This design comes from an exercise in tuning for small area on the open sky130 flow, not from production work.
Only simulation tests tie the RTL to the original design; equivalence was not proved.
Power and IR drop assume default switching activity.

==> flow/run.sh <==
#!/bin/bash
# The standard layout (standard.sh, all steps), with clock tree synthesis run
# without dummy loads. The make output goes to standard.log in the work folder;
# each ORFS step keeps its own log under orfs/logs/.
set -euo pipefail
export CTS_ARGS="-sink_clustering_enable -repair_clock_nets -buf_list sky130_fd_sc_hd__clkbuf_8 -sink_clustering_size 16 -sink_clustering_max_diameter 50 -dont_use_dummy_load"
bash standard.sh > standard.log 2>&1
==> standard.sh <==
#!/bin/bash
# synth_recipe.tcl (not shown) runs the flow's synth.tcl, then flattens the netlist and writes it again
# the make line also repeats each setting of config.mk as NAME=value (left out here)
make -C /OpenROAD-flow-scripts/flow DESIGN_CONFIG=/design/flow/config.mk WORK_HOME=/design/flow/orfs CLKGATE_MAP_FILE= SYNTH_SCRIPT=/design/flow/synth_recipe.tcl "${@:-finish}"
==> config.mk <==
export PLATFORM = sky130hd
export DESIGN_NAME = ook_codec
export DESIGN_NICKNAME = ook_codec
export VERILOG_FILES = /design/flow/design.v
export SDC_FILE = /design/flow/constraint.sdc
export NUM_CORES = 4
export LEC_CHECK = 0
export ABC_AREA = 1
export CAP_MARGIN = 20
export CORE_MARGIN = 2
export CORE_UTILIZATION = 45
export CTS_BUF_LIST = sky130_fd_sc_hd__clkbuf_8
export CTS_CLUSTER_DIAMETER = 50
export CTS_CLUSTER_SIZE = 16
export GPL_ROUTABILITY_DRIVEN = 1
export PLACE_DENSITY = 0.6
export SLEW_MARGIN = 20
==> constraint.sdc <==
create_clock -name core_clock -period 20.0 [get_ports {clk}]
set_input_delay 4.0000 -clock core_clock [delete_from_list [all_inputs] [get_ports {clk}]]
set_output_delay 4.0000 -clock core_clock [all_outputs]
set_load 0.01 [all_outputs]
==> design.v <==
module ook_rx (
    input  wire        clk,
    input  wire        rst_n,
    input  wire        ev_valid,
    input  wire [31:0] now_us,
    output wire        busy,
    input  wire [7:0]  tol_pct,
    output reg         pub_valid,
    output reg  [31:0] rx_seq,        
    output reg  [32:0] pub_code,
    output reg  [5:0]  pub_bitlen,
    output reg         pub_p2,
    output reg  [31:0] pub_time,
    output reg  [28:0] pub_unit,
    input  wire        tx_start_ld,   
    input  wire        tx_code_ld,    
    input  wire [31:0] tx_code_in,
    output wire [31:0] tx_start,
    output wire [31:0] tx_code,
    input  wire        txs_we,        
    input  wire [36:0] txs_d,
    output wire [36:0] txs
);
    localparam integer NSLOT = 66;
    localparam integer SW    = 16;
    localparam [3:0] S_IDLE  = 4'd0,
                     S_MUL   = 4'd1,      
                     S_DIV   = 4'd2,      
                     S_INS   = 4'd3,      
                     S_UD2   = 4'd4,      
                     S_DWAIT = 4'd5,
                     S_NZ    = 4'd6,
                     S_PUB   = 4'd7,
                     S_CAP1  = 4'd8,      
                     S_CAP2  = 4'd9,      
                     S_CAP3  = 4'd10;     
    reg [3:0]  state;
    reg [31:0] last_ts;
    reg [6:0]  change_count;
    reg        repeat_count;
    reg [31:0] t0;            
    reg [36:0] xd;            
    reg [3:0]  mdly;          
    reg [1:0]  mcy;           
    reg [31:0] ud;            
    reg [4:0]  urem;          
    reg [28:0] rem;
    reg        fex;           
    reg [10:0] quo;
    reg [5:0]  cnt;
    reg        pp;            
    reg        nz1, nz2;      
    reg        seq_cy;        
    reg        g_gap;         
    reg        g_near;        
    reg [NSLOT*SW-1:0] ring;
    reg [6:0]  ptr;           
    assign busy     = (state != S_IDLE);
    assign tx_start = xd[31:0];
    assign tx_code  = ud;
    assign txs      = {rem, quo[7:0]};
    wire [31:0] d;
    wire [32:0] gap_e;        
    ook_rca #(32) u_d   (.a(xd[31:0]), .b(~last_ts), .ci(1'b1), .s(d), .co());
    ook_rca #(33) u_gap (.a({1'b0, xd[31:0]}), .b(~{1'b0, t0}), .ci(1'b1), .s(gap_e), .co());
    wire        gap_near = (!gap_e[32] && (gap_e[31:8] == 24'd0) && (gap_e[7:0] <= 8'd200)) ||
                           ( gap_e[32] && (gap_e[31:8] == 24'hFFFFFF) && (gap_e[7:0] >= 8'd56));
    wire        is_gap   = g_gap;
    wire        is_rep   = g_gap && (change_count != 7'd0) && g_near;
    wire        confirm  = is_rep && repeat_count;
    wire [6:0]  cc_g    = is_gap ? 7'd0 : change_count;
    wire        cc_ovf  = (cc_g >= 7'd68);
    wire [6:0]  cc_new  = cc_ovf ? 7'd0 : cc_g;
    wire        rc_new  = cc_ovf ? 1'b0 : (is_rep | repeat_count);
    wire [2:0]  msum = {2'b0, xd[0]} + {2'b0, mdly[2]} + {2'b0, mdly[3]} + {1'b0, mcy};
    wire        ud_go  = ((state == S_MUL) && (cnt >= 6'd5)) || (state == S_UD2) ||
                         ((state == S_PUB) && (cnt != 6'd0));
    wire        by10   = (state == S_PUB) ? pub_p2 : pp;
    wire [5:0]  uv     = {urem, t0[31]};
    wire        uge    = by10 ? (uv >= 6'd10) : (uv >= 6'd31);
    wire [5:0]  uvs    = uv - (by10 ? 6'd10 : 6'd31);
    wire [38:0] mdiv  = {xd, 2'b00};
    wire        mbit  = mdiv[cnt[3:0]];
    wire [29:0] trial = {rem, mbit};
    wire [29:0] tsub;
    wire        ge;
    ook_rca #(30) u_div (.a(trial), .b(~{1'b0, ud[28:0]}), .ci(1'b1), .s(tsub), .co(ge));
    wire [9:0]  fq    = quo[9:0];
    wire        fsat  = quo[10];
    wire [28:0] rem_nx = ge ? tsub[28:0] : trial[28:0];
    function [8:0] thr;
        input [9:0] f;
        input       ex;
        input [9:0] kk;
        reg   [10:0] t;
        begin
            if (f >= kk) t = {1'b0, f} - {1'b0, kk} + {10'd0, ~ex};
            else         t = {1'b0, kk} - {1'b0, f};
            thr = (t > 11'd255) ? 9'd256 : t[8:0];
        end
    endfunction
    wire [8:0]  th1 = fsat ? 9'd256 : thr(fq, fex, 10'd100);
    wire [8:0]  thu = fsat ? 9'd256 : thr(fq, fex, pp ? 10'd200 : 10'd300);
    wire [SW-1:0] head = ring[NSLOT*SW-1 -: SW];
    wire          a_big  = th1[8] | thu[8];
    wire [8:0]    a_v    = th1[8] ? thu : th1;
    wire [15:0]   a_code = a_big ? {3'b0, !th1[8], a_v[8:5], 3'b0, a_v[4:0]} : {th1[7:0], thu[7:0]};
    wire          h_sp   = (head[15:13] == 3'b0) && (head[7:5] == 3'b0);
    wire [8:0]    h_v    = {head[11:8], head[4:0]};
    wire [8:0]    a_t1   = h_sp ? (head[12] ? h_v : 9'd256) : {1'b0, head[15:8]};
    wire [8:0]    a_tu   = h_sp ? (head[12] ? 9'd256 : h_v) : {1'b0, head[7:0]};
    wire [8:0]  p_hi   = (a_t1 > thu) ? a_t1 : thu;   
    wire [8:0]  p_t1   = (a_tu > th1) ? a_tu : th1;   
    wire [8:0]  p_lo   = (p_t1 < p_hi) ? p_t1 : p_hi;
    wire [15:0] p_code = !p_hi[8]       ? {p_lo[7:0], p_hi[7:0]} :
                         !p_lo[8] && (p_lo[7:0] != 8'd255) ? {8'd255, p_lo[7:0]} :
                         {8'd254, 7'd0, p_lo[8]};
    wire [6:0]    ccm2     = change_count - 7'd2;
    wire [6:0]    ins_slot = {ccm2[6:1], pp};
    wire          ins_a    = !change_count[0];
    wire          ins_now  = (state == S_INS) && (ptr == ins_slot);
    always @(posedge clk)
        ring <= {ring[(NSLOT-1)*SW-1:0], ins_now ? (ins_a ? a_code : p_code) : head};
    wire [7:0]  h_a    = head[15:8];
    wire [7:0]  h_b    = head[7:0];
    wire        pge_a  = (tol_pct >= h_a);
    wire        pge_b  = (tol_pct >= h_b);
    wire        h_ord  = (h_a <= h_b);
    wire        h_b0   = h_ord && pge_b;
    wire        h_b1   = h_ord ? pge_a :
                         (h_a == 8'd255) ? pge_b : (!h_b[0] && (tol_pct == 8'd255));
    wire [6:0]  ccm1   = change_count - 7'd1;
    wire [5:0]  npairs = ccm1[6:1];
    wire        h_used = (ptr[6:1] < npairs);
    wire        nz1_n  = (h_used && !ptr[0]) ? (h_b0 ? nz1 : h_b1) : nz1;
    wire        nz2_n  = (h_used &&  ptr[0]) ? (h_b0 ? nz2 : h_b1) : nz2;
    wire        can_pub = (change_count >= 7'd8);
    always @(posedge clk) begin
        urem <= 5'd0;
        if (ud_go) begin
            t0   <= {t0[30:0], t0[31]};
            urem <= uge ? uvs[4:0] : uv[4:0];
            if (state != S_PUB)
                ud <= {ud[30:0], uge};
        end
        if (state == S_MUL) begin
            xd   <= {msum[0], xd[36:1]};
            mdly <= {mdly[2:0], xd[0]};
            mcy  <= msum[2:1];
        end
        if (state == S_DIV) begin
            if (cnt[3] & cnt[1] & cnt[0]) begin          
                rem <= {1'b0, xd[36:9]};
                quo <= 11'd0;
            end else begin
                rem <= rem_nx;
                quo <= {quo[9:0], ge};
                fex <= (rem_nx == 29'd0);
            end
        end else if (txs_we) begin
            rem      <= txs_d[36:8];
            quo[7:0] <= txs_d[7:0];
        end
        if (state == S_IDLE && (ev_valid || tx_start_ld))
            xd <= {5'd0, now_us};
        if (tx_code_ld)
            ud <= tx_code_in;
        if (state == S_CAP1)
            xd <= {5'd0, d};
        if (state == S_CAP2) begin
            g_gap  <= (xd[31:0] > 32'd5000);
            g_near <= gap_near;
        end
        if (state == S_CAP3) begin
            mdly <= 4'd0;
            mcy  <= 2'd0;
            if (!confirm && cc_new == 7'd0)
                t0 <= xd[31:0];
        end
        if ((state == S_NZ || state == S_PUB) && ptr == 7'd65 &&
            (state == S_PUB || !(can_pub && (nz1_n || nz2_n))))
            t0 <= xd[31:0];
    end
    always @(posedge clk) begin
        if (!rst_n) begin
            state        <= S_IDLE;
            last_ts      <= 32'd0;
            change_count <= 7'd0;
            repeat_count <= 1'b0;
            ptr          <= 7'd0;
            pub_valid    <= 1'b0;
            pub_code     <= 33'd0;
            pub_bitlen   <= 6'd0;
            pub_p2       <= 1'b0;
            pub_time     <= 32'd0;
            pub_unit     <= 29'd0;
            rx_seq       <= 32'd0;
        end else begin
            pub_valid <= 1'b0;
            ptr <= (ptr == 7'd65) ? 7'd0 : ptr + 7'd1;
            if (cnt != 6'd0)
                cnt <= cnt - 6'd1;
            case (state)
                S_IDLE: begin
                    if (ev_valid)
                        state <= S_CAP1;
                end
                S_CAP1: begin
                    last_ts <= xd[31:0];
                    state   <= S_CAP2;
                end
                S_CAP2: state <= S_CAP3;
                S_CAP3: begin
                    begin
                        state   <= S_IDLE;
                        pp      <= 1'b0;
                        cnt     <= 6'd36;
                        if (confirm) begin
                            repeat_count <= 1'b0;
                            state        <= S_DWAIT;
                        end else begin
                            repeat_count <= rc_new;
                            change_count <= cc_new + 7'd1;
                            if (cc_new != 7'd0 && cc_new != 7'd67)
                                state <= S_MUL;
                        end
                    end
                end
                S_MUL: begin
                    if (cnt == 6'd0) begin
                        cnt   <= 6'd11;
                        state <= S_DIV;
                    end
                end
                S_UD2: begin
                    if (cnt == 6'd0) begin
                        cnt   <= 6'd11;
                        state <= S_DIV;
                    end
                end
                S_DIV: begin
                    if (cnt == 6'd0)
                        state <= S_INS;
                end
                S_INS: begin
                    if (ins_now) begin
                        pp    <= 1'b1;
                        cnt   <= 6'd31;
                        state <= pp ? S_IDLE : S_UD2;
                    end
                end
                S_DWAIT: begin
                    nz1 <= 1'b0;
                    nz2 <= 1'b0;
                    if (ptr == 7'd65)
                        state <= S_NZ;
                end
                S_NZ: begin
                    nz1 <= nz1_n;
                    nz2 <= nz2_n;
                    if (ptr == 7'd65) begin
                        if (can_pub && (nz1_n || nz2_n)) begin
                            pub_valid  <= 1'b1;
                            pub_p2     <= !nz1_n;
                            pub_code   <= 33'd0;
                            pub_bitlen <= npairs;
                            pub_time   <= last_ts;
                            seq_cy     <= 1'b1;
                            cnt        <= 6'd32;
                            state      <= S_PUB;
                        end else begin
                            change_count <= 7'd1;
                            state        <= S_IDLE;
                        end
                    end
                end
                S_PUB: begin
                    if (cnt != 6'd0) begin
                        pub_unit <= {pub_unit[27:0], uge};
                        rx_seq   <= {rx_seq[0] ^ seq_cy, rx_seq[31:1]};
                        seq_cy   <= rx_seq[0] & seq_cy;
                    end
                    if (h_used && (ptr[0] == pub_p2))
                        pub_code <= h_b0 ? {pub_code[31:0], 1'b0} :
                                    h_b1 ? {pub_code[31:0], 1'b1} : 33'd0;
                    if (ptr == 7'd65) begin
                        change_count <= 7'd1;
                        state        <= S_IDLE;
                    end
                end
                default: state <= S_IDLE;
            endcase
        end
    end
endmodule
module ook_rca #(parameter integer W = 8) (
    input  wire [W-1:0] a,
    input  wire [W-1:0] b,
    input  wire         ci,
    output wire [W-1:0] s,
    output wire         co
);
    wire [W:0] c;
    assign c[0] = ci;
    genvar i;
    generate
        for (i = 0; i < W; i = i + 1) begin : g_bit
            assign s[i]   = a[i] ^ b[i] ^ c[i];
            assign c[i+1] = (a[i] & b[i]) | (c[i] & (a[i] ^ b[i]));
        end
    endgenerate
    assign co = c[W];
endmodule
module ook_codec (
    input  wire        clk,
    input  wire        rst_n,
    input  wire [3:0]  reg_addr,      
    input  wire        reg_wr,
    input  wire        reg_rd,
    input  wire [31:0] reg_wdata,
    output reg  [31:0] reg_rdata,
    input  wire [31:0] now_us,
    input  wire        edge_valid,
    output wire        pin_dir,
    output wire        pin_out,
    output wire        edge_en,
    output reg         pin_release
);
    localparam [3:0] A_CMD = 4'h0, A_STATUS = 4'h1, A_TX_CODE = 4'h2, A_TX_CFG = 4'h3,
                     A_TX_PULSE = 4'h4, A_RX_TOL = 4'h5, A_RX_CODE_LO = 4'h6,
                     A_RX_CODE_HI = 4'h7, A_RX_META = 4'h8, A_RX_UNIT = 4'h9,
                     A_RX_TIME = 4'hA, A_RX_SEQ = 4'hB, A_WAVE_HIGH = 4'hC,
                     A_WAVE_LOW = 4'hD;
    localparam [1:0] M_OFF = 2'd0, M_TX = 2'd1, M_RX = 2'd2;
    localparam [3:0] E_OK = 4'd0, E_MODE_CONFLICT = 4'd1, E_NOT_ENABLED = 4'd2,
                     E_UNSUPPORTED = 4'd3, E_CODE_TOO_WIDE = 4'd4, E_INVALID = 4'd5,
                     E_BUSY = 4'd6, E_ILLEGAL = 4'd7;
    localparam [1:0] K_ONE = 2'd0, K_U = 2'd1, K_S = 2'd2;
    function [43:0] pmul_ops;
        input [15:0] p;
        input [1:0]  k;
        input        p2;
        reg   [21:0] x, y;
        begin
            x = {6'd0, p};
            y = 22'd0;
            case (k)
                K_U: begin
                    y = {5'd0, p, 1'b0};                  
                    if (p2) x = 22'd0;                    
                end
                K_S: begin
                    if (p2) begin
                        x = {3'd0, p, 3'd0};              
                        y = {5'd0, p, 1'b0};
                    end else begin
                        x = {1'b0, p, 5'd0};              
                        y = ~{6'd0, p};                   
                    end
                end
                default: ;
            endcase
            pmul_ops = {x, y};
        end
    endfunction
    reg [1:0]  mode;
    reg        busy;
    reg        busy_d;        
    reg        tx_abort;
    reg [3:0]  err;
    reg        rx_ovf;
    reg        rx_valid;
    reg [31:0] tx_code_r;
    reg [5:0]  cfg_width;
    reg [3:0]  cfg_proto;
    reg [7:0]  cfg_repeat;
    reg [15:0] cfg_pulse;
    reg [7:0]  tol_pct;
    reg [15:0] wave_pulse;
    reg        wave_p2;
    reg [1:0]  wave_kind;     
    reg [3:0]  raddr_q;
    wire [36:0] txs;
    wire [4:0]  tx_wm1      = txs[36:32];    
    wire [7:0]  tx_rep_left = txs[31:24];
    wire [15:0] tx_pulse    = txs[23:8];
    wire        tx_p2       = txs[7];
    wire [4:0]  tx_bit      = txs[6:2];
    wire        tx_in_sync  = txs[1];
    wire        tx_low      = txs[0];
    reg  [36:0] txs_d;
    wire        txs_we;
    assign pin_dir = (mode == M_TX);
    assign edge_en = (mode == M_RX);
    assign pin_out = busy & ~tx_low;
    wire        rx_busy;
    wire        pub_valid;
    wire [31:0] rx_seq;
    wire [32:0] pub_code;
    wire [5:0]  pub_bitlen;
    wire        pub_p2;
    wire [31:0] pub_time;
    wire [28:0] pub_unit;
    wire        edge_cap = edge_valid && (mode == M_RX);
    wire [31:0] tx_seg_start;
    wire [31:0] tx_code;
    wire        tx_start_ld;
    wire        tx_code_ld;
    ook_rx u_rx (
        .clk        (clk),
        .rst_n      (rst_n),
        .ev_valid   (edge_cap),
        .now_us     (now_us),
        .busy       (rx_busy),
        .tol_pct    (tol_pct),
        .pub_valid  (pub_valid),
        .rx_seq     (rx_seq),
        .pub_code   (pub_code),
        .pub_bitlen (pub_bitlen),
        .pub_p2     (pub_p2),
        .pub_time   (pub_time),
        .pub_unit   (pub_unit),
        .tx_start_ld(tx_start_ld),
        .tx_code_ld (tx_code_ld),
        .tx_code_in (tx_code_r),
        .tx_start   (tx_seg_start),
        .tx_code    (tx_code),
        .txs_we     (txs_we),
        .txs_d      (txs_d),
        .txs        (txs)
    );
    wire       cmd_wr  = reg_wr && (reg_addr == A_CMD);
    wire [7:0] opc     = reg_wdata[7:0];
    wire       illegal = (reg_wdata[31:8] != 24'd0) ||
                         !((opc <= 8'h06) || (opc == 8'h08) || (opc == 8'h09) || (opc == 8'h0A));
    wire       proto_ok = (cfg_proto == 4'd1) || (cfg_proto == 4'd2);
    wire       cfg_p2   = cfg_proto[1];
    wire       send_width_bad = (cfg_width == 6'd0) || (cfg_width > 6'd32);
    wire [31:0] wide_mask     = ~32'd0 << cfg_width[4:0];
    wire       send_too_wide  = !cfg_width[5] && ((tx_code_r & wide_mask) != 32'd0);
    wire       cur_bit = tx_code[tx_bit];
    reg  [1:0] cur_k;
    always @(*) begin
        if (tx_in_sync)
            cur_k = tx_low ? K_S : K_ONE;
        else if (cur_bit ^ tx_low)
            cur_k = K_U;
        else
            cur_k = K_ONE;
    end
    wire [43:0] cur_ops = pmul_ops(tx_pulse, cur_k, tx_p2);
    wire [21:0] cur_dur;
    wire [21:0] el_lo;        
    wire        el_co;        
    wire        dur_met;
    ook_rca #(22) u_cur (.a(cur_ops[43:22]), .b(cur_ops[21:0]), .ci(cur_k == K_S && !tx_p2),
                         .s(cur_dur), .co());
    ook_rca #(22) u_el  (.a(now_us[21:0]), .b(~tx_seg_start[21:0]), .ci(1'b1), .s(el_lo), .co(el_co));
    ook_rca #(22) u_cmp (.a(el_lo), .b(~cur_dur), .ci(1'b1), .s(), .co(dur_met));
    wire [9:0]  start_hi1 = tx_seg_start[31:22] + 10'd1;
    wire        el_hi_nz  = el_co ? (now_us[31:22] != tx_seg_start[31:22]) : (now_us[31:22] != start_hi1);
    wire        seg_done = busy && (el_hi_nz || dur_met);
    wire        send_ok  = cmd_wr && !illegal && (opc[3:0] == 4'h5) && !busy && (mode == M_TX) &&
                           !send_width_bad && (cfg_pulse != 16'd0) && proto_ok && !send_too_wide;
    assign tx_code_ld  = send_ok;
    assign tx_start_ld = send_ok || seg_done;
    assign txs_we      = send_ok || seg_done;
    always @(*) begin
        txs_d = txs;
        if (send_ok) begin
            txs_d = {cfg_width[4:0] - 5'd1, cfg_repeat, cfg_pulse, cfg_p2,
                     cfg_width[4:0] - 5'd1, 1'b0, 1'b0};
        end else if (!tx_low) begin
            txs_d[0] = 1'b1;
        end else if (!tx_in_sync) begin
            txs_d[0] = 1'b0;
            if (tx_bit == 5'd0)
                txs_d[1] = 1'b1;
            else
                txs_d[6:2] = tx_bit - 5'd1;
        end else begin
            txs_d[0]     = 1'b0;
            txs_d[1]     = 1'b0;
            txs_d[6:2]   = tx_wm1;
            txs_d[31:24] = tx_rep_left - 8'd1;
        end
    end
    reg  [1:0]  wave_k;
    always @(*) begin
        if (!raddr_q[0])                        
            wave_k = (wave_kind == 2'd1) ? K_U : K_ONE;
        else                                    
            wave_k = (wave_kind == 2'd0) ? K_U : (wave_kind == 2'd1) ? K_ONE : K_S;
    end
    wire [43:0] wave_ops = pmul_ops(wave_pulse, wave_k, wave_p2);
    wire [21:0] wave_val;
    ook_rca #(22) u_wave (.a(wave_ops[43:22]), .b(wave_ops[21:0]), .ci(wave_k == K_S && !wave_p2),
                          .s(wave_val), .co());
    always @(*) begin
        case (raddr_q)
            A_STATUS:     reg_rdata = {22'd0, rx_valid, rx_ovf, err, tx_abort, busy_d, mode};
            A_TX_CODE:    reg_rdata = tx_code_r;
            A_TX_CFG:     reg_rdata = {8'd0, cfg_repeat, 4'd0, cfg_proto, 2'd0, cfg_width};
            A_TX_PULSE:   reg_rdata = {16'd0, cfg_pulse};
            A_RX_TOL:     reg_rdata = {24'd0, tol_pct};
            A_RX_CODE_LO: reg_rdata = pub_code[31:0];
            A_RX_CODE_HI: reg_rdata = {31'd0, pub_code[32]};
            A_RX_META:    reg_rdata = {22'd0, rx_valid & pub_p2, rx_valid & ~pub_p2, 2'd0, pub_bitlen};
            A_RX_UNIT:    reg_rdata = {3'd0, pub_unit};
            A_RX_TIME:    reg_rdata = pub_time;
            A_RX_SEQ:     reg_rdata = rx_seq;
            A_WAVE_HIGH,
            A_WAVE_LOW:   reg_rdata = {10'd0, wave_val};
            default:      reg_rdata = 32'd0;
        endcase
    end
    always @(posedge clk) begin
        raddr_q <= reg_addr;
        busy_d  <= busy;
    end
    always @(posedge clk) begin
        if (!rst_n) begin
            mode         <= M_OFF;
            busy         <= 1'b0;
            tx_abort     <= 1'b0;
            err          <= E_OK;
            rx_ovf       <= 1'b0;
            rx_valid     <= 1'b0;
            tx_code_r    <= 32'd0;
            cfg_width    <= 6'd24;
            cfg_proto    <= 4'd1;
            cfg_repeat   <= 8'd10;
            cfg_pulse    <= 16'd350;
            tol_pct      <= 8'd20;
            wave_pulse   <= 16'd0;
            wave_p2      <= 1'b0;
            wave_kind    <= 2'd0;
            pin_release  <= 1'b0;
        end else begin
            pin_release <= 1'b0;
            if (seg_done && tx_low && tx_in_sync && tx_rep_left == 8'd1)
                busy <= 1'b0;                        
            if (edge_cap && rx_busy)
                rx_ovf <= 1'b1;
            if (pub_valid)
                rx_valid <= 1'b1;
            if (reg_wr) begin
                case (reg_addr)
                    A_TX_CODE:  tx_code_r <= reg_wdata;
                    A_TX_CFG: begin
                        cfg_width  <= reg_wdata[5:0];
                        cfg_proto  <= reg_wdata[11:8];
                        cfg_repeat <= reg_wdata[23:16];
                    end
                    A_TX_PULSE: cfg_pulse <= reg_wdata[15:0];
                    A_RX_TOL:   tol_pct   <= reg_wdata[7:0];
                    default: ;
                endcase
            end
            if (cmd_wr) begin
                if (illegal) begin
                    err <= E_ILLEGAL;
                end else begin
                    case (opc[3:0])
                        4'h0: err <= E_OK;
                        4'h1: begin
                            if (mode == M_RX)
                                err <= E_MODE_CONFLICT;
                            else begin
                                mode <= M_TX;
                                err  <= E_OK;
                            end
                        end
                        4'h2: begin
                            if (mode == M_TX) begin
                                if (busy) begin
                                    busy     <= 1'b0;
                                    tx_abort <= 1'b1;
                                end
                                mode <= M_OFF;
                            end
                            err <= E_OK;
                        end
                        4'h3: begin
                            if (mode == M_TX)
                                err <= E_MODE_CONFLICT;
                            else begin
                                mode   <= M_RX;
                                rx_ovf <= 1'b0;
                                err    <= E_OK;
                            end
                        end
                        4'h4: begin
                            if (mode == M_RX)
                                mode <= M_OFF;
                            err <= E_OK;
                        end
                        4'h5: begin
                            if (busy)
                                err <= E_BUSY;
                            else if (mode != M_TX)
                                err <= E_NOT_ENABLED;
                            else if (send_width_bad || cfg_pulse == 16'd0)
                                err <= E_INVALID;
                            else if (!proto_ok)
                                err <= E_UNSUPPORTED;
                            else if (send_too_wide)
                                err <= E_CODE_TOO_WIDE;
                            else begin
                                tx_abort     <= 1'b0;
                                                busy         <= (cfg_repeat != 8'd0);
                                err          <= E_OK;
                            end
                        end
                        4'h6: begin
                            if (mode == M_TX && busy) begin
                                busy     <= 1'b0;
                                tx_abort <= 1'b1;
                            end
                            mode        <= M_OFF;
                            pin_release <= 1'b1;
                            err         <= E_OK;
                        end
                        default: begin
                            if (cfg_pulse == 16'd0)
                                err <= E_INVALID;
                            else if (!proto_ok)
                                err <= E_UNSUPPORTED;
                            else begin
                                wave_pulse <= cfg_pulse;
                                wave_p2    <= cfg_p2;
                                wave_kind  <= opc[1:0];
                                err        <= E_OK;
                            end
                        end
                    endcase
                end
            end
        end
    end
endmodule
==> results of run 1 <==
power by group through the flow:
stage | sequential [mW] | clock [mW] | combinational (mW)
4_1_cts | 3.07 | 1.64 | 0.130
3_5_place_dp | 3.14 | 0 | 0.129
5_1_grt | 3.07 | 1.75 | 0.146
3_3_place_gp | 3.14 | 0 | 0.128
2_1_floorplan | 3.13 | 0 | 0.0763
6_report | 3.07 | 1.58 | 0.132
path summary, 6_finish.rpt:
check / startpoint / to / cells after the start
hold / removal: u_rx.ring[938]$_DFF_P_ / u_rx.ring[954]$_DFF_P_ / 0
hold reg to reg: u_rx.ring[938]$_DFF_P_ / u_rx.ring[954]$_DFF_P_ / 0
setup / recovery: now_us[0] / u_rx.xd[28]$_DFFE_PP_ / 42
setup reg to reg: u_rx.quo[3]$_DFFE_PP_ / u_rx.xd[28]$_DFFE_PP_ / 50
cell usage after synthesis (all sizes together), types with 20 or more instances:
master	instances	area [um^2]
xnor2	20	175.2
inv	573	2153
o22ai	74	462.9
ha	136	1702
o21ai	640	3203
clkbuf	193	724.4
nor2	406	1563
edfxtp	117	3513
or2	42	265.3
nand4	39	250.2
fa	154	3083
xor2	34	297.8
nand2	574	2180
a221oi	46	402.9
a211oi	47	352.8
nor3	47	235.2
nand3	158	790.8
a21oi	345	1794
dfxtp	1397	27970
nor4	31	193.9
cells by family (layout without fill, tap and decap cells):
family / count (synthesis) / in the layout / share of synthesized area
adders and majority gates: 290 / 290 / 0.09112
muxes: 3 / 3 / 0.0005719
xor gates and xnor gates: 54 / 54 / 0.009007
other: 0 / 3 / 0
buffers and inverters: 786 / 886 / 0.05645
and+or+nand+nor: 1305 / 1305 / 0.1055
AOI/OAI and AO/OA: 1279 / 1279 / 0.1378
DFF: 1514 / 1514 / 0.5995
placed cells by master (no fill, tap or decap), drive strengths merged, types with 117 or more instances in the layout:
cell type	n
nor2	406
nand3	158
clkbuf	147
o21ai	640
inv	573
ha	136
nand2	574
edfxtp	117
a21oi	345
fa	154
dfxtp	1397
critical path: cells and delay by family:
kind	cells	cell delay, ps
buffers and inverters	7	1650
xor gates and xnor gates	1	150
adders and majority gates	22	8020
and+or+nand+nor	12	2250
sequential cells by signal, summed over array words and instances (netlist names), 11 cells and up:
name           count
u_rx.pub_time     32
u_rx.quo          11
u_rx.ring       1056
cfg_pulse         16
u_rx.pub_code     33
u_rx.pub_unit     29
u_rx.ud           32
u_rx.last_ts      32
u_rx.xd           37
u_rx.rem          29
u_rx.rx_seq       32
u_rx.t0           32
wave_pulse        16
tx_code_r         32
layout make-up:
class | count | area (um^2)
antenna | 3 | 7.507
inverter | 585 | 2198
fill | 10640 | 58730
clock buffer | 147 | 2023
timing repair buffer | 154 | 1421
multi-input combinational | 2931 | 18130
sequential | 1514 | 31480
tap | 1524 | 1907
per-stage QoR:
stage	power, mW	setup WS [ps]
floorplan	3.206	4784
global placement	3.263	3628
detailed placement	3.265	3492
CTS	4.840	4362
global route	4.968	3863
finish	4.778	4318
per-layer routing:
layer | vias to the layer above | share of wire
li1 | 17470 | -
met1 | 17130 | 0.48
met2 | 1324 | 0.41
met3 | 228 | 0.077
met4 | 2 | 0.029
met5 | - | 0.000099
==> run summary, run 1 <==
switching power 1.021 mW; max incr delay on CP 500 ps; wire per inst 19.20 um; row count 125; Achievable Freq 0.06377 GHz; Most Frequent Cell on Critical Path fa_1; register area share after synthesis 0.5995; worst hold path type flop to flop; DP HPWL 95.27 mm; Post-DP Area 0.05514 mm^2; I/O pin total 109; slew of the pin with the lowest slew margin 1081 ps; Area Overhead vs Synth 8.869%; Ys Warns 2; Final ANT Viol Nets 0; initial antenna violation count 5; vias per cell 5.271; ys flop type dfxtp_1; r2r setup slk 4700 ps; Total Nets Final 5696; Clock Pin Slew Worst Setup and Hold Paths 50 ps; Comb pwr share 0.028; Clk Latency, worst-skew pair 860 ps; vias in the first global route 33560; CP max stage cell clkdlybuf4s50_1; drt total wl 131.7 mm; Post-CTS Setup Inserts 0; RSZ-0062 raised after global routing no; mapped cell area 0.05251 mm^2; Max rail drop VDD 0.05137 mV; met1 GRT Util 0.3345; LEAKAGE 22.63 nW; detailed-route via count 36150; power per cell area 83.59 mW/mm^2; gr busiest metal met1; final hold vios 0; Max-Cap Viols 0; Period minus WS final 15680 ps; first-pass GRT wire length 202.5 mm; DR DRC count 0; Syn Nets 5594; sequential power share 0.642; number of flops mapped to enable cells by yosys 117; share of cells above drive strength 1 0.05309; DR iter-0 viols 3489; grt ovf 0; Unique masters post-synth 70; hold slack 278.6 ps; drt first pass iters 7; GP Congestion 0.9514; CTS tree done; Clock Tree Root clkbuf_8; worst-case clock buffer depth 3; Max Fanout on Critical Path 34; GRT Total Usage 0.2183; setup TNS 0 ps; Finished Core Util 0.4933; Yosys reg bits 1514; # hold bufs at CTS 0; Clock Sinks 1514; port bufs 107; FFs w/ async S/R, synth 0; status complete, no violations; fin crit share 0.7841; Die Footprint 0.1194 mm^2; final non-filler cell total 6858; Cells after Synth 5231; TritonCTS buffer count 147; Die Wd 345.6 um; Worst setup EP type flop; Syn Area/Cell 10.04 um^2; Final setup viols 0; Design Area, Final 0.05717 mm^2; H-tree depth 4; clk_skew 101.2 ps; Startpoint Class input pin; largest net degree at the start of global routing 100; # resized after CTS 0; Cells after DPL 6708; grt met3 use 0.03900; Slew headroom 0.2784; Starting Density 0.4531; Worst Path Required 20460 ps; grt met2 use 0.3091; Clk pwr share 0.331; Pint 3.757 mW; core footprint 0.1159 mm^2; Slew Limit Fails 0; type of the worst setup path input pin to flop; die extent in y 345.6 um; Switching Share 0.2137; CP arrival 16140 ps
==> inputs of run 2 (changes only) <==
--- a/design.v
+++ b/design.v
@@ -61,8 +61,12 @@
     assign txs      = {rem, quo[7:0]};
+    wire [38:0] mdiv  = {xd, 2'b00};
+    wire        mbit  = mdiv[cnt[3:0]];
+    wire [29:0] trial = {rem, mbit};
     wire [31:0] d;
-    wire [32:0] gap_e;        
-    ook_rca #(32) u_d   (.a(xd[31:0]), .b(~last_ts), .ci(1'b1), .s(d), .co());
-    ook_rca #(33) u_gap (.a({1'b0, xd[31:0]}), .b(~{1'b0, t0}), .ci(1'b1), .s(gap_e), .co());
-    wire        gap_near = (!gap_e[32] && (gap_e[31:8] == 24'd0) && (gap_e[7:0] <= 8'd200)) ||
-                           ( gap_e[32] && (gap_e[31:8] == 24'hFFFFFF) && (gap_e[7:0] >= 8'd56));
+    wire        d_co;         
+    wire [31:0] sub_a = (state == S_DIV) ? {2'b0, trial} : xd[31:0];
+    wire [31:0] sub_b = (state == S_DIV) ? {3'b0, ud[28:0]} : (state == S_CAP2) ? t0 : last_ts;
+    ook_rca #(32) u_d   (.a(sub_a), .b(~sub_b), .ci(1'b1), .s(d), .co(d_co));
+    wire        gap_near = ( d_co && (d[31:8] == 24'd0) && (d[7:0] <= 8'd200)) ||
+                           (!d_co && (d[31:8] == 24'hFFFFFF) && (d[7:0] >= 8'd56));
     wire        is_gap   = g_gap;
@@ -81,8 +85,4 @@
     wire [5:0]  uvs    = uv - (by10 ? 6'd10 : 6'd31);
-    wire [38:0] mdiv  = {xd, 2'b00};
-    wire        mbit  = mdiv[cnt[3:0]];
-    wire [29:0] trial = {rem, mbit};
-    wire [29:0] tsub;
-    wire        ge;
-    ook_rca #(30) u_div (.a(trial), .b(~{1'b0, ud[28:0]}), .ci(1'b1), .s(tsub), .co(ge));
+    wire [29:0] tsub = d[29:0];
+    wire        ge   = d_co;
     wire [9:0]  fq    = quo[9:0];
--- a/config.mk
+++ b/config.mk
@@ -10,8 +10,6 @@
 export CORE_MARGIN = 2
-export CORE_UTILIZATION = 45
-export CTS_BUF_LIST = sky130_fd_sc_hd__clkbuf_8
-export CTS_CLUSTER_DIAMETER = 50
-export CTS_CLUSTER_SIZE = 16
+export CORE_UTILIZATION = 60
 export GPL_ROUTABILITY_DRIVEN = 1
-export PLACE_DENSITY = 0.6
+export GPL_TIMING_DRIVEN = 0
+export PLACE_DENSITY = 0.85
 export SLEW_MARGIN = 20
==> run 2 against run 1 <==
Compared with the run above: still clean; synthesized cell count up 1.4%; cell count down 2.3%; global-route usage is 13 points higher; utilization up 17 points; die area down 26%; first-iteration DRC count grew 56%; register-to-register slack worse by 2600 ps; sequential power is essentially flat; combinational power down 9%; largest power group unchanged.
==> run summary, run 2 <==
TritonCTS buffer count 138 (was 147); FFs w/ async S/R, synth 0 (unchanged); Post-DP Area 0.05435 mm^2 (was 0.05514 mm^2); largest net degree at the start of global routing 33 (was 100); DR iter-0 viols 5429 (was 3489); GRT Total Usage 0.3503 (was 0.2183); Worst Path Required 20490 ps (was 20460 ps); Period minus WS final 17930 ps (was 15680 ps); core footprint 0.08541 mm^2 (was 0.1159 mm^2); CP max stage cell clkbuf_1 (was clkdlybuf4s50_1); DR DRC count 0 (unchanged); Startpoint Class flop (was input pin); Clk pwr share 0.326 (was 0.331); switching power 1.016 mW (was 1.021 mW); top-count cell post-synth dfxtp_1 (unchanged); GP Congestion 1.071 (was 0.9514); Slew headroom 0.2507 (was 0.2784); Synth Area in XOR/XNOR 0.009975 (was 0.009007); largest family of logic cells by synthesized area compound AO/OA/AOI/OAI gates (unchanged); Clock Sinks 1514 (unchanged); ys flop type dfxtp_1 (unchanged); drt first pass iters 9 (was 7); setup TNS 0 ps (unchanged); Unique masters post-synth 75 (was 70); most frequent cells in the layout dfxtp_1 (1397), o21ai_0 (738), nand2_1 (699) (was dfxtp_1 (1397), o21ai_0 (633), nand2_1 (567)); gr busiest metal met2 (was met1); most common cell after layout, fill and taps aside dfxtp_1 (unchanged); Synth area leaders dfxtp_1 (54%), o21ai_0 (7.1%), edfxtp_1 (6.8%), nand2_1 (5.1%), fa_1 (3.7%) (was dfxtp_1 (53%), edfxtp_1 (6.7%), o21ai_0 (6.0%), fa_1 (5.9%), nand2_1 (4.1%)); Design Area, Final 0.05627 mm^2 (was 0.05717 mm^2); sequential power share 0.648 (was 0.642); CTS tree done (unchanged); Syn Area/Cell 9.763 um^2 (was 10.04 um^2); Commonest cells post-synth dfxtp_1 (1397), o21ai_0 (738), nand2_1 (700) (was dfxtp_1 (1397), o21ai_0 (634), nand2_1 (568)); clk_skew 91.02 ps (was 101.2 ps); mapped cell area 0.05180 mm^2 (was 0.05251 mm^2); Pint 3.706 mW (was 3.757 mW); I/O pin total 109 (unchanged); Achievable Freq 0.05578 GHz (was 0.06377 GHz); Yosys reg bits 1514 (unchanged); Place WS 2812 ps (was 3492 ps); initial antenna violation count 10 (was 5); max reg flops 1056 (unchanged); max incr delay on CP 880 ps (was 500 ps); grt met2 use 0.5075 (was 0.3091); final hold vios 0 (unchanged); first-pass GRT wire length 232.8 mm (was 202.5 mm); Die Footprint 0.08871 mm^2 (was 0.1194 mm^2); vias in the first global route 37750 (was 33560); Post-CTS Setup Inserts 0 (unchanged); Total Nets Final 5856 (was 5696); Most Frequent Cell on Critical Path fa_1 (unchanged); Switching Share 0.2151 (was 0.2137); grt met3 use 0.1088 (was 0.03900); Max rail drop VDD 0.07130 mV (was 0.05137 mV); Largest regs u_rx.ring x1056, u_rx.xd x37, u_rx.pub_code x33 (unchanged); Slew Limit Fails 0 (unchanged); Area Overhead vs Synth 8.625% (was 8.869%); # resized after CTS 0 (unchanged); worst setup margin 2073 ps (was 4318 ps); Max-Cap Viols 0 (unchanged); fin crit share 0.8964 (was 0.7841); Starting Density 0.6065 (was 0.4531); Clock Pin Slew Worst Setup and Hold Paths 90 ps (was 50 ps); H-tree depth 4 (unchanged); # hold bufs at CTS 0 (unchanged); LEAKAGE 22.14 nW (was 22.63 nW); port bufs 107 (unchanged); detailed-route via count 40380 (was 36150); Yosys top cell area share 0.5399 (was 0.5326); status complete, no violations (unchanged); slew of the pin with the lowest slew margin 1114 ps (was 1081 ps); Ys Warns 2 (unchanged); row count 107 (was 125); Most flops, register u_rx.ring (unchanged); post-synthesis mux area share 0.0007729 (was 0.0005719); Cells after Synth 5306 (was 5231); worst-case clock buffer depth 3 (unchanged); share of cells above drive strength 1 0.03620 (was 0.05309); Die Wd 297.8 um (was 345.6 um); drt total wl 158.3 mm (was 131.7 mm); DP HPWL 119.7 mm (was 95.27 mm); met1 GRT Util 0.4693 (was 0.3345); vias per cell 6.027 (was 5.271); adder-cell share of the synthesized area 0.06922 (was 0.09112); largest area contributor in the netlist dfxtp_1 (unchanged); post-synthesis compound-gate area fraction 0.1474 (was 0.1378); Clk Latency, worst-skew pair 850 ps (was 860 ps); Comb pwr share 0.025 (was 0.028); power per cell area 83.92 mW/mm^2 (was 83.59 mW/mm^2); overall power 4.722 mW (was 4.778 mW); worst hold path type flop to flop (unchanged); Final ANT Viol Nets 0 (unchanged); register area share after synthesis 0.6077 (was 0.5995); RSZ-0062 raised after global routing no (unchanged); simple-gate share of the synthesized area 0.1109 (was 0.1055); Clock Tree Root clkbuf_8 (unchanged); Worst setup EP type flop (unchanged); Syn Nets 5608 (was 5594); die extent in y 297.8 um (was 345.6 um); CP arrival 18420 ps (was 16140 ps); wire per inst 23.62 um (was 19.20 um); grt ovf 0 (unchanged); type of the worst setup path flop to flop (was input pin to flop); Final setup viols 0 (unchanged); Max Fanout on Critical Path 12 (was 34); number of flops mapped to enable cells by yosys 117 (unchanged)
-- run 2: layout make-up --
class                   instances  area [um^2]
diodes                          4        10.01
plain buffers                 223        860.8
clock buffers                 138         1899
fillers                      6836        29140
inverters                     516         1943
multi-input cells            3053        17560
flip-flops and latches       1514        31480
well taps                    1144         1431
repair buffers                108         1091
-- run 2: metrics by stage --
stage	std cells	hold WS, ps	utilization
3_5_place_dp	6558	312.1	0.6363
6_report	6700	269.6	0.6588
5_1_grt	6698	262.3	0.6588
4_1_cts	6696	269.0	0.6586
3_3_place_gp	6557	310.2	0.6358
2_1_floorplan	5306	309.6	-
-- run 2: path summary, 6_finish.rpt --
kind | end | slack (ps) | from | depth (start not counted)
setup / recovery | u_rx.fex$_DFFE_PP_ | 2070 | u_rx.state[1]$_SDFFE_PN0P_ | 49
hold / removal | u_rx.ring[410]$_DFF_P_ | 270 | u_rx.ring[394]$_DFF_P_ | 0
setup reg to reg | u_rx.fex$_DFFE_PP_ | 2070 | u_rx.state[1]$_SDFFE_PN0P_ | 49
hold reg to reg | u_rx.ring[410]$_DFF_P_ | 270 | u_rx.ring[394]$_DFF_P_ | 0
-- run 2: logic make-up (layout without fill, tap and decap cells) --
group / Yosys count / count (layout)
xor+xnor: 59 / 59
buf+inv: 739 / 985
simple gates: 1385 / 1385
fa+ha+maj: 229 / 229
flops: 1514 / 1514
mux: 4 / 4
compound gates: 1376 / 1376
other cells: 0 / 4
-- run 2: critical path: cells and delay by family, from the launching register on --
| family | cells | cell delay (ps) |
|---|---|---|
| AOI/OAI and AO/OA | 2 | 540 |
| adders and majority gates | 31 | 11500 |
| buffers and inverters | 11 | 2710 |
| DFF | 1 | 410 |
| and+or+nand+nor | 5 | 2370 |
-- run 2: per-layer routing --
metal  vias to the layer above  share of wire
met1                     18930           0.40
met5                         -        0.00053
met4                        14          0.063
met3                       634           0.13
met2                      2712           0.41
li1                      18090              -
-- run 2: power groups by stage --
| stage | sequential [mW] | combinational [mW] | clock [mW] |
|---|---|---|---|
| floorplan | 3.13 | 0.0577 | 0 |
| global placement | 3.13 | 0.112 | 0 |
| detailed placement | 3.13 | 0.114 | 0 |
| CTS | 3.06 | 0.115 | 1.56 |
| global route | 3.06 | 0.127 | 1.67 |
| finish | 3.06 | 0.120 | 1.54 |
==> inputs of run 3 (changes only) <==
--- a/design.v
+++ b/design.v
@@ -94,7 +94,8 @@
         input [9:0] kk;
+        reg   [10:0] g;
         reg   [10:0] t;
         begin
-            if (f >= kk) t = {1'b0, f} - {1'b0, kk} + {10'd0, ~ex};
-            else         t = {1'b0, kk} - {1'b0, f};
-            thr = (t > 11'd255) ? 9'd256 : t[8:0];
+            g   = {1'b0, f} - {1'b0, kk};                  
+            t   = (g ^ {11{g[10]}}) + {10'd0, g[10] | ~ex};   
+            thr = (t[10:8] != 3'd0) ? 9'd256 : {1'b0, t[7:0]};
         end
--- a/config.mk
+++ b/config.mk
@@ -10,6 +10,5 @@
 export CORE_MARGIN = 2
-export CORE_UTILIZATION = 60
+export CORE_UTILIZATION = 45
 export GPL_ROUTABILITY_DRIVEN = 1
-export GPL_TIMING_DRIVEN = 0
-export PLACE_DENSITY = 0.85
+export PLACE_DENSITY = 0.6
 export SLEW_MARGIN = 20
==> run 3 against run 2 <==
Compared with the run above: still clean on timing, DRC and antenna; hold slack worse by 3.8 ps; non-clock buffer count fell by 178; clock-buffer cell count rose by 5; combinational power decreased by 4%; routed wire length decreased by 12%; first-iteration DRC count shrank 33%; die area is 32% higher; clock skew increased by 27 ps; synthesized cell count fell by 2.1%.
==> run summary, run 3 <==
status complete, no violations (unchanged); GRT Total Usage 0.2349 (was 0.3503); Worst Path Required 20650 ps (was 20490 ps); core footprint 0.1139 mm^2 (was 0.08541 mm^2); share of cells above drive strength 1 0.04607 (was 0.03620); max reg flops 1056 (unchanged); Clk Latency, worst-skew pair 870 ps (was 850 ps); drt total wl 139.1 mm (was 158.3 mm); Syn Nets 5478 (was 5608); Cells after Synth 5192 (was 5306); die extent in y 342.1 um (was 297.8 um); Die Wd 342.1 um (was 297.8 um); DR iter-0 viols 3642 (was 5429); Period minus WS final 16420 ps (was 17930 ps); initial antenna violation count 8 (was 10); Slew Limit Fails 0 (unchanged); DR DRC count 0 (unchanged); largest net degree at the start of global routing 99 (was 33); Final setup viols 0 (unchanged); Max rail drop VDD 0.07888 mV (was 0.07130 mV); Commonest cells post-synth dfxtp_1 (1397), o21ai_0 (659), nand2_1 (645) (was dfxtp_1 (1397), o21ai_0 (738), nand2_1 (700)); Area Overhead vs Synth 8.823% (was 8.625%); power per cell area 84.71 mW/mm^2 (was 83.92 mW/mm^2); I/O pin total 109 (unchanged); RR Endpoint u_rx.fex$_DFFE_PP_ (unchanged); max incr delay on CP 770 ps (was 880 ps); register area share after synthesis 0.6120 (was 0.6077); Yosys top cell area share 0.5437 (was 0.5399); ys flop type dfxtp_1 (unchanged); Ys Warns 2 (unchanged); Achievable Freq 0.06090 GHz (was 0.05578 GHz); GP Congestion 0.9376 (was 1.071); RSZ-0062 raised after global routing no (unchanged); H-tree depth 4 (unchanged); Clock Pin Slew Worst Setup and Hold Paths 90 ps (about the same); vias in the first global route 34240 (was 37750); Unique masters post-synth 69 (was 75); slew of the pin with the lowest slew margin 1012 ps (was 1114 ps); TritonCTS buffer count 143 (was 138); FFs w/ async S/R, synth 0 (unchanged); final hold vios 0 (unchanged); Clock Tree Root clkbuf_8 (unchanged); DP HPWL 98.57 mm (was 119.7 mm); setup TNS 0 ps (unchanged); fin crit share 0.8210 (was 0.8964); port bufs 107 (unchanged); first-pass GRT wire length 209.5 mm (was 232.8 mm); LEAKAGE 22.01 nW (was 22.14 nW); type of the worst setup path flop to flop (unchanged); hold slack 265.9 ps (was 269.6 ps); clk_skew 118.1 ps (was 91.02 ps); Filler Cell Count 10750 (was 6836); wire per inst 20.47 um (was 23.62 um); top-count cell post-synth dfxtp_1 (unchanged); Synth area leaders dfxtp_1 (54%), edfxtp_1 (6.8%), o21ai_0 (6.4%), nand2_1 (4.7%), fa_1 (3.7%) (was dfxtp_1 (54%), o21ai_0 (7.1%), edfxtp_1 (6.8%), nand2_1 (5.1%), fa_1 (3.7%)); Worst setup EP type flop (unchanged); drt first pass iters 8 (was 9); row count 124 (was 107); CP arrival 17070 ps (was 18420 ps); CTS tree done (unchanged); worst-case clock buffer depth 3 (unchanged); most common cell after layout, fill and taps aside dfxtp_1 (unchanged); detailed-route via count 36520 (was 40380); Max Fanout on Critical Path 52 (was 12); Finished Core Util 0.4915 (was 0.6588); Starting Density 0.4517 (was 0.6065); Total Nets Final 5563 (was 5856); Die Footprint 0.1170 mm^2 (was 0.08871 mm^2); worst-case reg-to-reg path depth 50 (was 49); mapped cell area 0.05143 mm^2 (was 0.05180 mm^2); Syn Area/Cell 9.906 um^2 (was 9.763 um^2); most frequent cells in the layout dfxtp_1 (1397), o21ai_0 (658), nand2_1 (645) (was dfxtp_1 (1397), o21ai_0 (738), nand2_1 (699)); worst hold path type flop to flop (unchanged); Hold EP u_rx.ring[92]$_DFF_P_ (was u_rx.ring[410]$_DFF_P_); hold depth 0 (unchanged); Yosys reg bits 1514 (unchanged); Clock Sinks 1514 (unchanged); grt ovf 0 (unchanged); hold_sp u_rx.ring[76]$_DFF_P_ (was u_rx.ring[394]$_DFF_P_); CP max stage cell nor2_4 (was clkbuf_1); r2r setup slk 3580 ps (was 2070 ps); vias per cell 5.377 (was 6.027); Worst R2R Start u_rx.state[1]$_SDFFE_PN0P_ (unchanged); # hold bufs at CTS 0 (unchanged); largest area contributor in the netlist dfxtp_1 (unchanged); Final ANT Viol Nets 0 (unchanged); Slew headroom 0.3237 (was 0.2507); Startpoint Class flop (unchanged); # resized after CTS 0 (unchanged); Most flops, register u_rx.ring (unchanged); Largest regs u_rx.ring x1056, u_rx.xd x37, u_rx.pub_code x33 (unchanged); Max-Cap Viols 0 (unchanged); Most Frequent Cell on Critical Path fa_1 (unchanged); overall power 4.742 mW (was 4.722 mW); Post-CTS Setup Inserts 0 (unchanged); number of flops mapped to enable cells by yosys 117 (unchanged)
-- run 3: final cells by class --
| class | count | area [um^2] | share of cell area |
|---|---|---|---|
| Antenna cell | 5 | 12.51 | 0.0002235 |
| Multi-Input combinational cell | 2967 | 17340 | 0.3097 |
| Tap cell | 1512 | 1892 | 0.03380 |
| Sequential cell | 1514 | 31480 | 0.5624 |
| Inverter | 498 | 1871 | 0.03342 |
| Timing Repair Buffer | 153 | 1414 | 0.02526 |
| Clock buffer | 143 | 1968 | 0.03516 |
-- run 3: worst max-delay path, delay by kind of cell (launching register included) --
family | cells | cell delay, ps
AO/OA/AOI/OAI | 2 | 660
adder cells (fa/ha/maj) | 32 | 11620
buffers and inverters | 9 | 1650
flip-flops | 1 | 410
AND/OR/NAND/NOR | 7 | 1960
-- run 3: layer usage --
metal | global-route usage | wire length (um)
met5 | 0 | 7
met4 | 0.08690 | 4908
met3 | 0.05204 | 12420
met2 | 0.3302 | 56160
met1 | 0.3508 | 65560
-- run 3: worst max path at each step --
stage | start | to | slack [ps] | depth (start not counted)
final | u_rx.state[1]$_SDFFE_PN0P_ | u_rx.fex$_DFFE_PP_ | 3580 | 50
after global routing | u_rx.state[1]$_SDFFE_PN0P_ | u_rx.fex$_DFFE_PP_ | 2850 | 50
after CTS | u_rx.state[1]$_SDFFE_PN0P_ | u_rx.fex$_DFFE_PP_ | 3680 | 50
after detailed placement | u_rx.state[1]$_SDFFE_PN0P_ | u_rx.fex$_DFFE_PP_ | 3710 | 50
after global placement | u_rx.state[1]$_SDFFE_PN0P_ | u_rx.fex$_DFFE_PP_ | 3790 | 50
after floorplan | now_us[0] | u_rx.xd[0]$_DFFE_PP_ | 5160 | 39
-- run 3: metrics by stage --
step	setup slack, ps	instances	cell area, um^2
floorplan	5161	5192	51430
global placement	3788	6644	53990
detailed placement	3713	6644	53990
CTS	3685	6787	55960
global route	2854	6790	55970
finish	3579	6792	55970
-- run 3: where the power goes --
part	switching, mW	internal (mW)	leakage (nW)
clock	0.928	0.636	1.03
combinational	0.0741	0.0411	8.62
sequential	0.00945	3.05	12.4
-- run 3: cells by family after synthesis --
family	share of synthesized area
AO/OA/AOI/OAI	0.1383
XOR/XNOR	0.01187
adder cells (fa/ha/maj)	0.06583
buffers and inverters	0.05254
flip-flops	0.6120
multiplexers	0.006617
AND/OR/NAND/NOR	0.1128
==> inputs of run 4 (changes only) <==
--- a/design.v
+++ b/design.v
@@ -518,3 +518,3 @@
     always @(posedge clk) begin
-        raddr_q <= reg_addr;
+        raddr_q <= rst_n ? reg_addr : 4'hE;
         busy_d  <= busy;
==> run 4 against run 3 <==
Compared with the run above: sequential cell count unchanged; total power decreased by 0.11%; synthesized area increased by 0.25%; die area increased by 0.25%; design area increased by 0.12%; largest cell class unchanged; global-route usage decreased by 0.68 points; sequential share of layout area decreased by 0.067 points; clock skew decreased by 5.9 ps; sequential power about the same; still clean on timing, DRC and antenna; cell count increased by 0.65%.
==> run summary, run 4 <==
Area Overhead vs Synth 8.680% (was 8.823%); Worst setup EP type flop (unchanged); row count 124 (unchanged); ys flop type dfxtp_1 (unchanged); LEAKAGE 22.00 nW (was 22.01 nW); crit path to u_rx.fex$_DFFE_PP_ (unchanged); top layer in use met4 (was met5); worst-case reg-to-reg path depth 50 (unchanged); Syn Nets 5533 (was 5478); Die Footprint 0.1173 mm^2 (was 0.1170 mm^2); setup TNS 0 ps (unchanged); Most Frequent Cell on Critical Path fa_1 (unchanged); slew of the pin with the lowest slew margin 1055 ps (was 1012 ps); share of cells above drive strength 1 0.04884 (was 0.04607); Synth area leaders dfxtp_1 (54%), o21ai_0 (6.9%), edfxtp_1 (6.8%), nand2_1 (4.6%), inv_1 (4.0%) (was dfxtp_1 (54%), edfxtp_1 (6.8%), o21ai_0 (6.4%), nand2_1 (4.7%), fa_1 (3.7%)); most frequent cells in the layout dfxtp_1 (1397), o21ai_0 (713), nand2_1 (636) (was dfxtp_1 (1397), o21ai_0 (658), nand2_1 (645)); RR Endpoint u_rx.fex$_DFFE_PP_ (unchanged); max incr delay on CP 720 ps (was 770 ps); DP HPWL 96.15 mm (was 98.57 mm); fin crit share 0.8005 (was 0.8210); Final setup viols 0 (unchanged); worst hold path type flop to flop (unchanged); Slew Limit Fails 0 (unchanged); Commonest cells post-synth dfxtp_1 (1397), o21ai_0 (713), nand2_1 (638) (was dfxtp_1 (1397), o21ai_0 (659), nand2_1 (645)); Syn Area/Cell 9.827 um^2 (was 9.906 um^2); vias in the first global route 33650 (was 34240); Clock Sinks 1514 (unchanged); Max Fanout on Critical Path 57 (was 52); DR DRC count 0 (unchanged); TritonCTS buffer count 142 (was 143); # hold bufs at CTS 0 (unchanged); Clk pwr share 0.328 (was 0.330); Crit path depth 50 (unchanged); Ys Warns 2 (unchanged); grt ovf 0 (unchanged); top-count cell post-synth dfxtp_1 (unchanged); type of the worst setup path flop to flop (unchanged); Most flops, register u_rx.ring (unchanged); H-tree depth 4 (unchanged); Clock Tree Root clkbuf_8 (unchanged); largest area contributor in the netlist dfxtp_1 (unchanged); CTS tree done (unchanged); GRT Total Usage 0.2282 (was 0.2349); Cells after Synth 5247 (was 5192); Period minus WS final 16010 ps (was 16420 ps); drt total wl 135.1 mm (was 139.1 mm); Max rail drop VDD 0.07207 mV (was 0.07888 mV); switching power 1.008 mW (was 1.011 mW); Crit path max-delay family adder cells (unchanged); overall power 4.737 mW (was 4.742 mW); I/O pin total 109 (unchanged); mapped cell area 0.05156 mm^2 (was 0.05143 mm^2); Slew headroom 0.2966 (was 0.3237); Buf/Inv on CP 10 (was 9); Yosys reg bits 1514 (unchanged); Pint 3.729 mW (was 3.730 mW); final hold vios 0 (unchanged); core footprint 0.1140 mm^2 (was 0.1139 mm^2); port bufs 107 (unchanged); worst-case clock buffer depth 3 (unchanged); initial antenna violation count 3 (was 8); die extent in y 342.5 um (was 342.1 um); wire per inst 19.76 um (was 20.47 um); Comb pwr share 0.025 (was 0.024); # resized after CTS 0 (unchanged); Final ANT Viol Nets 0 (unchanged); Clk Latency, worst-skew pair 860 ps (was 870 ps); Yosys top cell area share 0.5424 (was 0.5437); Starting Density 0.4522 (was 0.4517); Clock Pin Slew Worst Setup and Hold Paths 90 ps (about the same); most common cell after layout, fill and taps aside dfxtp_1 (unchanged); Achievable Freq 0.06246 GHz (was 0.06090 GHz); largest net degree at the start of global routing 108 (was 99); DR iter-0 viols 3362 (was 3642); GP Congestion 0.9534 (was 0.9376); routed wl met3 10.93 mm (was 12.42 mm); r2r setup slk 3990 ps (was 3580 ps); Die Wd 342.5 um (was 342.1 um); Largest regs u_rx.ring x1056, u_rx.xd x37, u_rx.pub_code x33 (unchanged); Post-CTS Setup Inserts 0 (unchanged); Switching Share 0.2127 (was 0.2133); max reg flops 1056 (unchanged); vias per cell 5.328 (was 5.377); Worst Path Required 20670 ps (was 20650 ps); RSZ-0062 raised after global routing no (unchanged); number of flops mapped to enable cells by yosys 117 (unchanged); CP max stage cell nor4_1 (was nor2_4); Max-Cap Viols 0 (unchanged); drt first pass iters 6 (was 8); met2 wire len 55.52 mm (was 56.16 mm); power per cell area 84.52 mW/mm^2 (was 84.71 mW/mm^2); first-pass GRT wire length 204.6 mm (was 209.5 mm); register area share after synthesis 0.6105 (was 0.6120); Startpoint Class flop (unchanged); detailed-route via count 36420 (was 36520); met1 wire length 64.27 mm (was 65.56 mm); Critical Path Source u_rx.state[1]$_SDFFE_PN0P_ (unchanged); FFs w/ async S/R, synth 0 (unchanged); sequential power share 0.647 (was 0.646); Worst R2R Start u_rx.state[1]$_SDFFE_PN0P_ (unchanged); status complete, no violations (unchanged); Unique masters post-synth 67 (was 69); CP arrival 16680 ps (was 17070 ps); Total Nets Final 5611 (was 5563); clk_skew 112.2 ps (was 118.1 ps)
run 4: cell count changes after synthesis, moves of 14 or more:
cell,change
nor2_1,-68
a21oi_1,+65
inv_1,+61
o21ai_0,+54
a211oi_1,-25
mux2i_1,-25
o211ai_1,+23
nand3_1,-17
o22ai_1,-14
run 4: kinds of logic (layout without fill, tap and decap cells):
family / Yosys count / after routing / share of synthesized area
mux: 9 / 9 / 0.001747
xor+xnor: 69 / 69 / 0.01216
flops: 1514 / 1514 / 0.6105
simple gates: 1306 / 1306 / 0.1074
other cells: 0 / 1 / 0
fa+ha+maj: 213 / 213 / 0.06566
compound gates: 1350 / 1350 / 0.1447
buf+inv: 786 / 862 / 0.05785
run 4: worst min path at each step:
stage                                start  slack (ps)  cells past startpoint                 endpoint
finish              u_rx.ring[700]$_DFF_P_         260                      0   u_rx.ring[716]$_DFF_P_
global route        u_rx.ring[700]$_DFF_P_         260                      0   u_rx.ring[716]$_DFF_P_
global placement     u_rx.ring[37]$_DFF_P_         310                      0    u_rx.ring[53]$_DFF_P_
detailed placement  u_rx.ring[137]$_DFF_P_         310                      0   u_rx.ring[153]$_DFF_P_
CTS                 u_rx.ring[617]$_DFF_P_         250                      0   u_rx.ring[633]$_DFF_P_
floorplan           u_rx.ring[984]$_DFF_P_         310                      0  u_rx.ring[1000]$_DFF_P_
run 4: layer usage:
metal  track usage  vias to the layer above
met5             0                        -
met4       0.08123                        0
met3       0.04505                      238
met2        0.3253                     1368
met1        0.3418                    17310
li1              -                    17510
run 4: cell type report:
| class | count | area, um^2 |
|---|---|---|
| fill | 10700 | 58000 |
| sequential | 1514 | 31480 |
| multi-input combinational | 2947 | 17160 |
| inverter | 570 | 2147 |
| clock buffer | 142 | 1954 |
| tap | 1512 | 1892 |
| timing repair buffer | 150 | 1399 |
| antenna | 1 | 2.502 |
run 4: worst register-to-register path, delay by kind of cell (launching register included):
| family | cells | cell delay, ps |
|---|---|---|
| fa+ha+maj | 32 | 11670 |
| simple gates | 6 | 2020 |
| compound gates | 2 | 380 |
| buf+inv | 10 | 1420 |
| flops | 1 | 380 |
run 4: power groups by stage:
stage               sequential [mW]  clock, mW  combinational, mW
floorplan                      3.13          0             0.0646
global route                   3.07       1.72              0.129
detailed placement             3.14          0              0.114
CTS                            3.07       1.62              0.115
finish                         3.07       1.55              0.116
global placement               3.14          0              0.113
run 4: stage by stage:
stage / worst slack, ps / area (um^2) / utilization / cells / hold slack [ps]
global placement: 3710 / 54070 / 0.4741 / 6692 / 309.7
finish: 3990 / 56040 / 0.4914 / 6836 / 263.6
CTS: 4210 / 56030 / 0.4914 / 6835 / 253.5
global route: 3588 / 56040 / 0.4914 / 6836 / 264.1
detailed placement: 3660 / 54080 / 0.4742 / 6693 / 312.1
floorplan: 4940 / 51560 / - / 5247 / 309.6
==> inputs of run 5 (changes only) <==
--- a/config.mk
+++ b/config.mk
@@ -10,5 +10,5 @@
 export CORE_MARGIN = 2
-export CORE_UTILIZATION = 45
+export CORE_UTILIZATION = 50
 export GPL_ROUTABILITY_DRIVEN = 1
-export PLACE_DENSITY = 0.6
+export PLACE_DENSITY = 0.7
 export SLEW_MARGIN = 20
==> run 5 against run 4 <==
Compared with the run above: clock power about the same; sequential cell count unchanged; clock-buffer cell count unchanged; largest cell class unchanged; synthesized area unchanged; critical path type is now input pin to flop; critical path depth down 7; register-to-register slack better by 470 ps; still clean on timing, DRC and antenna; hold slack better by 12 ps; clock skew up 2.0 ps; total power down 0.28%; combinational power about the same; highest routed layer is now met5.
==> run summary, run 5 <==
worst hold path type flop to flop (unchanged); number of flops mapped to enable cells by yosys 117 (unchanged); max incr delay on CP 580 ps (was 720 ps); Die Wd 325.1 um (was 342.5 um); FFs w/ async S/R, synth 0 (unchanged); ys flop type dfxtp_1 (unchanged); top-count cell post-synth dfxtp_1 (unchanged); die extent in y 325.1 um (was 342.5 um); setup TNS 0 ps (unchanged); first-pass GRT wire length 203.3 mm (was 204.6 mm); GRT Total Usage 0.2488 (was 0.2282); Largest regs u_rx.ring x1056, u_rx.xd x37, u_rx.pub_code x33 (unchanged); Synth area leaders dfxtp_1 (54%), o21ai_0 (6.9%), edfxtp_1 (6.8%), nand2_1 (4.6%), inv_1 (4.0%) (unchanged); Die Footprint 0.1057 mm^2 (was 0.1173 mm^2); Post-CTS Setup Inserts 0 (unchanged); row count 117 (was 124); Starting Density 0.5054 (was 0.4522); share of cells above drive strength 1 0.04884 (unchanged); DR iter-0 viols 4067 (was 3362); worst-case clock buffer depth 3 (unchanged); Slew Limit Fails 0 (unchanged); CTS tree done (unchanged); slew of the pin with the lowest slew margin 1057 ps (was 1055 ps); register area share after synthesis 0.6105 (unchanged); type of the worst setup path input pin to flop (was flop to flop); Max rail drop VDD 0.08144 mV (was 0.07207 mV); DP HPWL 95.26 mm (was 96.15 mm); Cells after Synth 5247 (unchanged); Final ANT Viol Nets 0 (unchanged); drt first pass iters 6 (unchanged); overall power 4.723 mW (was 4.737 mW); Area Overhead vs Synth 8.362% (was 8.680%); initial antenna violation count 11 (was 3); GP Congestion 0.9821 (was 0.9534); largest net degree at the start of global routing 97 (was 108); # resized after CTS 0 (unchanged); final hold vios 0 (unchanged); Syn Nets 5533 (unchanged); wire per inst 19.99 um (was 19.76 um); sequential cell area 0.03148 mm^2 (unchanged); I/O pin total 109 (unchanged); Clock Pin Slew Worst Setup and Hold Paths 90 ps (about the same); power per cell area 84.53 mW/mm^2 (was 84.52 mW/mm^2); clk_skew 114.2 ps (was 112.2 ps); Unique masters post-synth 67 (unchanged); Max-Cap Viols 0 (unchanged); RSZ-0062 raised after global routing no (unchanged); Commonest cells post-synth dfxtp_1 (1397), o21ai_0 (713), nand2_1 (638) (unchanged); DR DRC count 0 (unchanged); Max Fanout on Critical Path 33 (was 57); detailed-route via count 36820 (was 36420); CP arrival 16070 ps (was 16680 ps); hold_sp u_rx.ring[245]$_DFF_P_ (was u_rx.ring[700]$_DFF_P_); multi-input logic area 0.01716 mm^2 (about the same); Ys Warns 2 (unchanged); vias per cell 5.501 (was 5.328); port bufs 107 (unchanged); mapped cell area 0.05156 mm^2 (unchanged); Period minus WS final 15560 ps (was 16010 ps); LEAKAGE 22.00 nW (about the same); TritonCTS buffer count 142 (unchanged); Yosys top cell area share 0.5424 (unchanged); most common cell after layout, fill and taps aside dfxtp_1 (unchanged); Worst R2R Start u_rx.cnt[0]$_DFFE_PP_ (was u_rx.state[1]$_SDFFE_PN0P_); most frequent cells in the layout dfxtp_1 (1397), o21ai_0 (713), nand2_1 (636) (unchanged); Worst setup EP type flop (unchanged); core footprint 0.1020 mm^2 (was 0.1140 mm^2); Most Frequent Cell on Critical Path fa_1 (unchanged); Clk Latency, worst-skew pair 850 ps (was 860 ps); H-tree depth 4 (unchanged); Crit path max-delay family adder cells (unchanged); Startpoint Class input pin (was flop); Syn Area/Cell 9.827 um^2 (unchanged); grt ovf 0 (unchanged); Slew headroom 0.2886 (was 0.2966); Total Nets Final 5611 (unchanged); Worst Path Required 20520 ps (was 20670 ps); fin crit share 0.7779 (was 0.8005); # hold bufs at CTS 0 (unchanged); Filler Cell Count 8977 (was 10700); Buf/Inv on CP 6 (was 10); CP max stage cell nand2_1 (was nor4_1); Final setup viols 0 (unchanged); Most flops, register u_rx.ring (unchanged); Achievable Freq 0.06427 GHz (was 0.06246 GHz); max reg flops 1056 (unchanged); Yosys reg bits 1514 (unchanged); Clock Sinks 1514 (unchanged); Clock Tree Root clkbuf_8 (unchanged); drt total wl 133.8 mm (was 135.1 mm); vias in the first global route 34250 (was 33650); Critical Path Source now_us[0] (was u_rx.state[1]$_SDFFE_PN0P_); largest area contributor in the netlist dfxtp_1 (unchanged); status complete, no violations (unchanged)
## run 5: final timing paths
path                       endpoint  slack [ps]  depth (start not counted)
min reg2reg  u_rx.ring[261]$_DFF_P_         280                          0
max           u_rx.xd[21]$_DFFE_PP_        4440                         43
max reg2reg      u_rx.fex$_DFFE_PP_        4460                         48
min          u_rx.ring[261]$_DFF_P_         280                          0
## run 5: layer usage
metal / GRT usage / part of all wire
met2: 0.3526 / 0.41
met1: 0.3685 / 0.45
met3: 0.05067 / 0.098
met5: 0 / 0.00026
met4: 0.1026 / 0.038
## run 5: logic make-up after synthesis
kind of cell | Yosys count | synth area share
DFF | 1514 | 0.6105
AOI/OAI and AO/OA | 1350 | 0.1447
and+or+nand+nor | 1306 | 0.1074
buffers and inverters | 786 | 0.05785
adders and majority gates | 213 | 0.06566
xor gates and xnor gates | 69 | 0.01216
muxes | 9 | 0.001747
## run 5: area by class of cell
cell class | count | share of cell area
Timing Repair Buffer | 150 | 0.02533
Tap cell | 1368 | 0.03063
Inverter | 570 | 0.03843
Clock buffer | 142 | 0.03498
Antenna cell | 3 | 0.0001344
Sequential cell | 1514 | 0.5634
Multi-Input combinational cell | 2947 | 0.3071
## run 5: stage by stage
step	cell area (um^2)	util	std cells	setup WS, ps	hold WS [ps]
final	55870	0.5476	6694	4442	275.3
after global routing	55870	0.5476	6694	3774	274.8
after CTS	55840	0.5472	6690	4561	274.6
after detailed placement	53880	0.5281	6548	3724	312.1
after global placement	53880	0.5281	6548	3854	310.2
after floorplan	51560	-	5247	4940	309.6
## run 5: worst reg2reg max path: cells and delay by family (launching register included)
| kind | cells | cell delay, ps |
|---|---|---|
| compound gates | 5 | 920 |
| fa+ha+maj | 32 | 11740 |
| buf+inv | 7 | 1180 |
| flops | 1 | 590 |
| simple gates | 4 | 980 |
## run 5: power by group
group / internal [mW] / total [mW] / leakage (nW) / switching (mW)
combinational: 0.0415 / 0.117 / 8.61 / 0.0751
clock: 0.631 / 1.54 / 1.02 / 0.910
sequential: 3.06 / 3.07 / 12.4 / 0.00994

## static timing again, ports no longer ideal
The results above use ideal ports. As a check the final layouts listed here were re-extracted and re-timed, cells and wires unchanged. Step 1, drivers: a clkbuf_16 drives clk and a buf_2 each remaining input, both assumed. Step 2 times the ports against the registers' clock, not the clock port: input delays grow and output delays shrink by t, the midpoint of the rising clock arrivals with the driver on. a / b / c = ideal / step 1 / step 2; a / b = the first two.
run | t, ns | setup WS [ns]
run 1 | 0.870 | 4.318 / 4.362 / 3.492
run 2 | 0.876 | 2.073 / 2.073 / 2.073
run 3 | 0.884 | 3.579 / 3.579 / 3.579
run 4 | 0.871 | 3.990 / 3.990 / 3.585
run 5 | 0.865 | 4.442 / 4.457 / 3.616
After both steps every run listed still meets setup and hold.
